Context: an optimization exercise on an open-source flow, tuned for small area, a short achievable clock period and few clock cycles. The choices shown serve that exercise and are no tape-out recipe. Where RTL was checked, it was by simulation tests only, not by an equivalence proof against the original. No activity file was given, so power comes from the tool's default toggle rates.

==> run a: inputs <==
// hid_rx
module hid_rx (
    input  wire        clk,
    input  wire        rst,
    input  wire        in_valid,
    output wire        in_ready,
    input  wire [1:0]  in_class,      
    input  wire [7:0]  in_len,
    input  wire [63:0] in_data,       
    input  wire        hs_we,
    input  wire [2:0]  hs_id,
    input  wire        hs_en,
    output reg         res_valid,
    output reg  [7:0]  res_code,
    output reg  [47:0] res_data,
    output reg         ev_valid,
    input  wire        ev_ready,
    output reg  [2:0]  ev_id,
    output reg         ev_t,
    output reg         ev_deliver,
    output wire [7:0]  kbd_lastkey,
    output reg         kbd_pressed,
    output reg  [15:0] ptr_x,
    output reg  [15:0] ptr_y,
    output reg         ptr_primary,
    output reg  [9:0]  btn_prev,
    output reg  [2:0]  drop_flags     
);
export LEC_CHECK = 0
export CAP_MARGIN = 20
export CORE_MARGIN = 2
export CORE_UTILIZATION = 60
export SETUP_SLACK_MARGIN = 2.2
export SLEW_MARGIN = 20
create_clock -name core_clock -period 4.5 [get_ports {clk}]
standard.sh (not shown) runs the stock make flow with config.mk's settings and CLKGATE_MAP_FILE= SYNTH_SCRIPT=/design/flow/synth_recipe.tcl, a recipe that flattens the netlist after the stock synthesis.
==> flow/flow/run.sh <==
#!/bin/bash
# The standard layout, with plain buf_1 cells as the port buffers
# (the resizer sizes them up where timing needs it).
set -euo pipefail
export BUFFER_PORTS_ARGS="-buffer_cell sky130_fd_sc_hd__buf_1"
bash standard.sh > standard_flow.log 2>&1
==> run b: changes against run a <==
--- a/flow/design.v
+++ b/flow/design.v
@@ -231,36 +231,33 @@
     output reg         res_valid,
     output reg  [7:0]  res_code,
     output reg  [47:0] res_data,
     output reg         ev_valid,
     input  wire        ev_ready,
     output reg  [2:0]  ev_id,
     output reg         ev_t,
     output reg         ev_deliver,
-    output wire [7:0]  kbd_lastkey,
+    output reg  [7:0]  kbd_lastkey,
     output reg         kbd_pressed,
     output reg  [15:0] ptr_x,
     output reg  [15:0] ptr_y,
     output reg         ptr_primary,
     output reg  [9:0]  btn_prev,
     output reg  [2:0]  drop_flags     
 );
     localparam [1:0] CLS_NONE = 2'd0, CLS_KBD = 2'd1, CLS_PTR = 2'd2, CLS_GEN = 2'd3;
     localparam [7:0] R_OK    = 8'h00;
     localparam [7:0] D_SHORT = 8'h10;
     localparam [7:0] D_STATE = 8'h11;
     localparam [7:0] D_KEY   = 8'h15;
     reg  rdy;
     assign in_ready = rdy;
     wire accept = in_valid & rdy;
     wire [7:0] b0 = in_data[7:0];
-    wire [7:0] b1 = in_data[15:8];
-    wire [7:0] b2 = in_data[23:16];
-    wire [7:0] b3 = in_data[31:24];
     wire       shift = b0[1] | b0[5];
     wire [7:0] kcode [0:5];
     wire [7:0] kval  [0:5];
     wire [5:0] krec;          
     wire [5:0] knz;           
     genvar k;
     generate
         for (k = 0; k < 6; k = k + 1) begin : g_key
@@ -271,18 +268,16 @@
         end
     endgenerate
     wire [5:0] ksel = {krec[5],
                        krec[4] & ~krec[5],
                        krec[3] & ~|krec[5:4],
                        krec[2] & ~|krec[5:3],
                        krec[1] & ~|krec[5:2],
                        krec[0] & ~|krec[5:1]};
-    wire       kany   = |krec;
-    wire       kunrec = |(knz & ~krec);
     function hid_keyrec;
         input [7:0] c;
         begin
             case (c[6:3])
                 4'h0:    hid_keyrec = c[2];
                 4'h1, 4'h2, 4'h3, 4'h4, 4'h6: hid_keyrec = 1'b1;
                 4'h5:    hid_keyrec = (c[2:0] == 3'd0) | c[2] | (c[1] & c[0]);
                 4'h7:    hid_keyrec = c[2:0] == 3'd0;
@@ -291,97 +286,123 @@
                 default: hid_keyrec = 1'b0;
             endcase
             hid_keyrec = hid_keyrec & ~c[7];
         end
     endfunction
     wire in_short = (in_class == CLS_KBD) ? (in_len[7:3] == 5'd0) :
                     (in_class == CLS_PTR) ? ((in_len[7:2] == 6'd0) && (in_len[1:0] != 2'd3)) :
                                             (in_len[7:2] == 6'd0);
-    wire is_none = accept && (in_class == CLS_NONE);
-    wire is_kbd  = accept && (in_class == CLS_KBD) && !in_short;
-    wire is_ptr  = accept && (in_class == CLS_PTR) && !in_short;
-    wire is_gen  = accept && (in_class == CLS_GEN) && !in_short;
-    wire is_shrt = accept && (in_class != CLS_NONE) && in_short;
-    wire [9:0] gbits   = {b3[7], b3[4], b3[5], b3[6], b2[5:0]};
-    wire [7:0] changed = gbits[7:0] ^ btn_prev[7:0];
-    wire       push    = is_gen && (changed != 8'd0);
+    reg         r_v;
+    reg  [1:0]  r_cls;
+    reg         r_short;
+    reg         r_b0;        
+    reg  [7:0]  r_b1;
+    reg  [7:0]  r_b2;
+    reg  [3:0]  r_b3;        
+    reg  [47:0] r_kv;        
+    reg  [5:0]  r_sel;
+    reg  [2:0]  r_unrec;     
+    reg         r_c0z;
+    always @(posedge clk) begin
+        r_cls   <= in_class;
+        r_short <= in_short;
+        r_b0    <= b0[0];
+        r_b1    <= in_data[15:8];
+        r_b2    <= in_data[23:16];
+        r_b3    <= in_data[31:28];
+        r_kv    <= {kval[5], kval[4], kval[3], kval[2], kval[1], kval[0]};
+        r_sel   <= ksel;
+        r_unrec <= {|(knz[5:4] & ~krec[5:4]), |(knz[3:2] & ~krec[3:2]), |(knz[1:0] & ~krec[1:0])};
+        r_c0z   <= ~knz[0];
+        if (rst) begin
+            r_v    <= 1'b0;
+        end else begin
+            r_v    <= accept;
+        end
+    end
+    wire is_kbd = r_v && (r_cls == CLS_KBD) && !r_short;
+    wire is_ptr = r_v && (r_cls == CLS_PTR) && !r_short;
+    wire is_gen = r_v && (r_cls == CLS_GEN) && !r_short;
+    wire [9:0] gbits   = {r_b3[3], r_b3[0], r_b3[1], r_b3[2], r_b2[5:0]};
+    wire       r_any   = |r_sel;
+    wire       unrec   = |r_unrec;
+    wire [7:0] in_bits = {in_data[28], in_data[29], in_data[30], in_data[21:16]};
+    wire [7:0] in_prev = is_gen ? gbits[7:0] : btn_prev[7:0];
+    wire [7:0] in_chg  = in_bits ^ in_prev;
+    wire       in_push = accept && (in_class == CLS_GEN) && (in_len[7:2] != 6'd0) &&
+                         (in_chg != 8'd0);
+    reg [7:0] klast;
+    integer j;
+    always @(*) begin
+        klast = 8'd0;
+        for (j = 0; j < 6; j = j + 1)
+            klast = klast | (r_kv[8*j +: 8] & {8{r_sel[j]}});
+    end
     wire [8:0] px_lo, py_lo;
-    hid_add8 u_ax (.a(ptr_x[7:0]), .b(b1), .s(px_lo));
-    hid_add8 u_ay (.a(ptr_y[7:0]), .b(b2), .s(py_lo));
+    hid_add8 u_ax (.a(ptr_x[7:0]), .b(r_b1), .s(px_lo));
+    hid_add8 u_ay (.a(ptr_y[7:0]), .b(r_b2), .s(py_lo));
     wire [7:0] px_inc, px_dec, py_inc, py_dec;
     hid_step8 u_sx (.a(ptr_x[15:8]), .inc(px_inc), .dec(px_dec));
     hid_step8 u_sy (.a(ptr_y[15:8]), .inc(py_inc), .dec(py_dec));
-    wire [7:0] px_hi1 = b1[7] ? ptr_x[15:8] : px_inc;
-    wire [7:0] px_hi0 = b1[7] ? px_dec : ptr_x[15:8];
-    wire [7:0] py_hi1 = b2[7] ? ptr_y[15:8] : py_inc;
-    wire [7:0] py_hi0 = b2[7] ? py_dec : ptr_y[15:8];
+    wire [7:0] px_hi1 = r_b1[7] ? ptr_x[15:8] : px_inc;
+    wire [7:0] px_hi0 = r_b1[7] ? px_dec : ptr_x[15:8];
+    wire [7:0] py_hi1 = r_b2[7] ? ptr_y[15:8] : py_inc;
+    wire [7:0] py_hi0 = r_b2[7] ? py_dec : ptr_y[15:8];
     wire [7:0] px_hi = px_lo[8] ? px_hi1 : px_hi0;
     wire [7:0] py_hi = py_lo[8] ? py_hi1 : py_hi0;
-    reg  [7:0] handlers;
-    reg  [6:0] k_sel;         
-    reg  [7:0] k_last;        
-    reg [7:0] klast;
-    integer j;
-    always @(*) begin
-        klast = k_last & {8{k_sel[6]}};
-        for (j = 0; j < 6; j = j + 1)
-            klast = klast | (res_data[8*j +: 8] & {8{k_sel[j]}});
-    end
-    assign kbd_lastkey = klast;
     always @(posedge clk) begin
-        res_code <= is_none              ? D_STATE :
-                    is_shrt              ? D_SHORT :
-                    (is_kbd && kunrec)   ? D_KEY : R_OK;
-        res_data <= is_kbd ? {kval[5], kval[4], kval[3], kval[2], kval[1], kval[0]} :
-                    is_ptr ? {15'd0, b0[0], {8{b2[7]}}, b2, {8{b1[7]}}, b1} :
-                    is_gen ? {38'd0, gbits} : 48'd0;
+        res_code <= (r_cls == CLS_NONE)  ? D_STATE :
+                    r_short              ? D_SHORT :
+                    (is_kbd && unrec)  ? D_KEY : R_OK;
+        res_data <= r_short                ? 48'd0 :
+                    (r_cls == CLS_KBD)     ? r_kv :
+                    (r_cls == CLS_PTR)     ? {15'd0, r_b0, {8{r_b2[7]}}, r_b2, {8{r_b1[7]}}, r_b1} :
+                    (r_cls == CLS_GEN)     ? {38'd0, gbits} : 48'd0;
     end
+    reg [7:0] handlers;
     always @(posedge clk) begin
         if (rst) begin
             handlers    <= 8'd0;
             res_valid   <= 1'b0;
-            k_sel       <= 7'b1000000;
-            k_last      <= 8'd0;
+            kbd_lastkey <= 8'd0;
             kbd_pressed <= 1'b0;
             ptr_x       <= 16'd0;
             ptr_y       <= 16'd0;
             ptr_primary <= 1'b0;
             btn_prev    <= 10'd0;
             drop_flags  <= 3'd0;
         end else begin
             if (hs_we)
                 handlers[hs_id] <= hs_en;
-            res_valid <= accept;
-            k_last    <= klast;
-            k_sel     <= (is_kbd && kany) ? {1'b0, ksel} : 7'b1000000;
-            if (is_none)
+            res_valid <= r_v;
+            if (r_v && r_cls == CLS_NONE)
                 drop_flags[1] <= 1'b1;
-            if (is_shrt)
+            if (r_v && r_cls != CLS_NONE && r_short)
                 drop_flags[0] <= 1'b1;
             if (is_kbd) begin
-                if (!knz[0])
+                kbd_lastkey <= klast | (kbd_lastkey & {8{~r_any}});
+                if (r_c0z)
                     kbd_pressed <= 1'b0;
-                else if (kany)
+                else if (r_any)
                     kbd_pressed <= 1'b1;
-                if (kunrec)
+                if (unrec)
                     drop_flags[2] <= 1'b1;
             end
             if (is_ptr) begin
                 ptr_x       <= {px_hi, px_lo[7:0]};
                 ptr_y       <= {py_hi, py_lo[7:0]};
-                ptr_primary <= b0[0];
+                ptr_primary <= r_b0;
             end
             if (is_gen)
                 btn_prev <= gbits;
         end
     end
     reg  [7:0] q_mask [0:2];
     reg  [7:0] q_dlv  [0:2];
-    reg  [2:0] q_one;         
     reg  [2:0] q_v;
     reg  [2:0] q_hd;          
     reg  [2:0] q_tl;
     reg  [7:0] w_mask, w_dlv;
     reg        w_v;
     reg        w_last;
     reg  [7:0] ev_btn;
     wire [7:0] w_low  = w_mask & ~{w_mask[6:0] | {w_mask[5:0], 1'b0} | {w_mask[4:0], 2'b0} |
@@ -393,18 +414,17 @@
     wire load   = !ev_valid || ev_ready;
     wire w_take = !w_v || (load && w_last);      
     wire h_v    = |(q_hd & q_v);
     wire pop    = w_take && h_v;
     wire [7:0] h_mask = ({8{q_hd[0]}} & q_mask[0]) | ({8{q_hd[1]}} & q_mask[1]) |
                         ({8{q_hd[2]}} & q_mask[2]);
     wire [7:0] h_dlv  = ({8{q_hd[0]}} & q_dlv[0]) | ({8{q_hd[1]}} & q_dlv[1]) |
                         ({8{q_hd[2]}} & q_dlv[2]);
-    wire       h_one  = |(q_hd & q_one);
-    wire [2:0] q_v_n = (q_v & ~({3{pop}} & q_hd)) | ({3{push}} & q_tl);
+    wire [2:0] q_v_n = (q_v & ~({3{pop}} & q_hd)) | ({3{in_push}} & q_tl);
     function one8;
         input [7:0] m;
         integer b;
         reg seen, two;
         begin
             seen = 1'b0; two = 1'b0;
             for (b = 0; b < 8; b = b + 1) begin
                 two  = two | (seen & m[b]);
@@ -423,17 +443,17 @@
             rdy        <= 1'b0;
             ev_btn     <= 8'd0;
             ev_valid   <= 1'b0;
             ev_id      <= 3'd0;
             ev_t       <= 1'b0;
             ev_deliver <= 1'b0;
         end else begin
             q_v <= q_v_n;
-            if (push) q_tl <= {q_tl[1:0], q_tl[2]};
+            if (in_push) q_tl <= {q_tl[1:0], q_tl[2]};
             if (pop)  q_hd <= {q_hd[1:0], q_hd[2]};
             rdy <= !(&q_v_n);
             if (w_take)
                 w_v <= h_v;
             if (load) begin
                 ev_valid <= w_v;
                 if (w_v) begin
                     ev_id      <= w_id;
@@ -444,26 +464,25 @@
             end
         end
     end
     integer e;
     always @(posedge clk) begin
         if (w_take) begin
             w_mask <= h_mask;
             w_dlv  <= h_dlv;
-            w_last <= h_one;
+            w_last <= one8(h_mask);
         end else if (load) begin
             w_mask <= w_rest;
             w_last <= w_two;
         end
         for (e = 0; e < 3; e = e + 1) begin
             if (q_tl[e] && !q_v[e]) begin
-                q_mask[e] <= changed;
+                q_mask[e] <= in_chg;
                 q_dlv[e]  <= handlers;
-                q_one[e]  <= one8(changed);
             end
         end
     end
 endmodule
 module hid_add8 (
     input  wire [7:0] a,
     input  wire [7:0] b,
     output wire [8:0] s
--- a/flow/config.mk
+++ b/flow/config.mk
@@ -5,8 +5,9 @@
 export SDC_FILE = /design/flow/constraint.sdc
 export NUM_CORES = 4
 export LEC_CHECK = 0
 export CAP_MARGIN = 20
 export CORE_MARGIN = 2
 export CORE_UTILIZATION = 60
 export SETUP_SLACK_MARGIN = 2.2
 export SLEW_MARGIN = 20
+export TNS_END_PERCENT = 20
==> notes <==
Run b produced a clean layout. Run a ran to the end with no violations.
Sequential power: run a is lower than run b (25%).
Global-route usage: run a is higher than run b (4.6 points).
Clock power: run a is smaller than run b (18%).
Synthesized area: run a is lower than run b (about 6.5%).
Testbench counts of run b, summed over its fixed seeds: cycles 16,185.
The RTL of run a was laid out without a check of its function.

## static timing again, ports no longer ideal
The results above use ideal ports. As a check the final layouts listed here were re-extracted and re-timed, cells and wires unchanged. Step 1 assumes that a clkbuf_16 drives the clock port and a buf_2 every other input. Step 2 adds t to the input delays and takes it off the output delays; t is the mean of the earliest and latest rising clock arrival at the registers after step 1. Input paths then give back, and output paths get back, about the clock's delay inside the block. Three values: ideal ports, drivers, drivers and shift; two values: the first two.
run	shift t [ns]	setup slack, ns	worst register clock-pin slew, ns
run a	0.577	1.944 / 1.889 / 1.371	0.06 / 0.06
run b	0.581	2.023 / 2.023 / 1.552	0.07 / 0.07
After both steps setup and hold are still met in every run listed. For run a, which loses most, drivers alone change the setup slack by -0.055 ns; drivers and shift together by -0.573 ns.
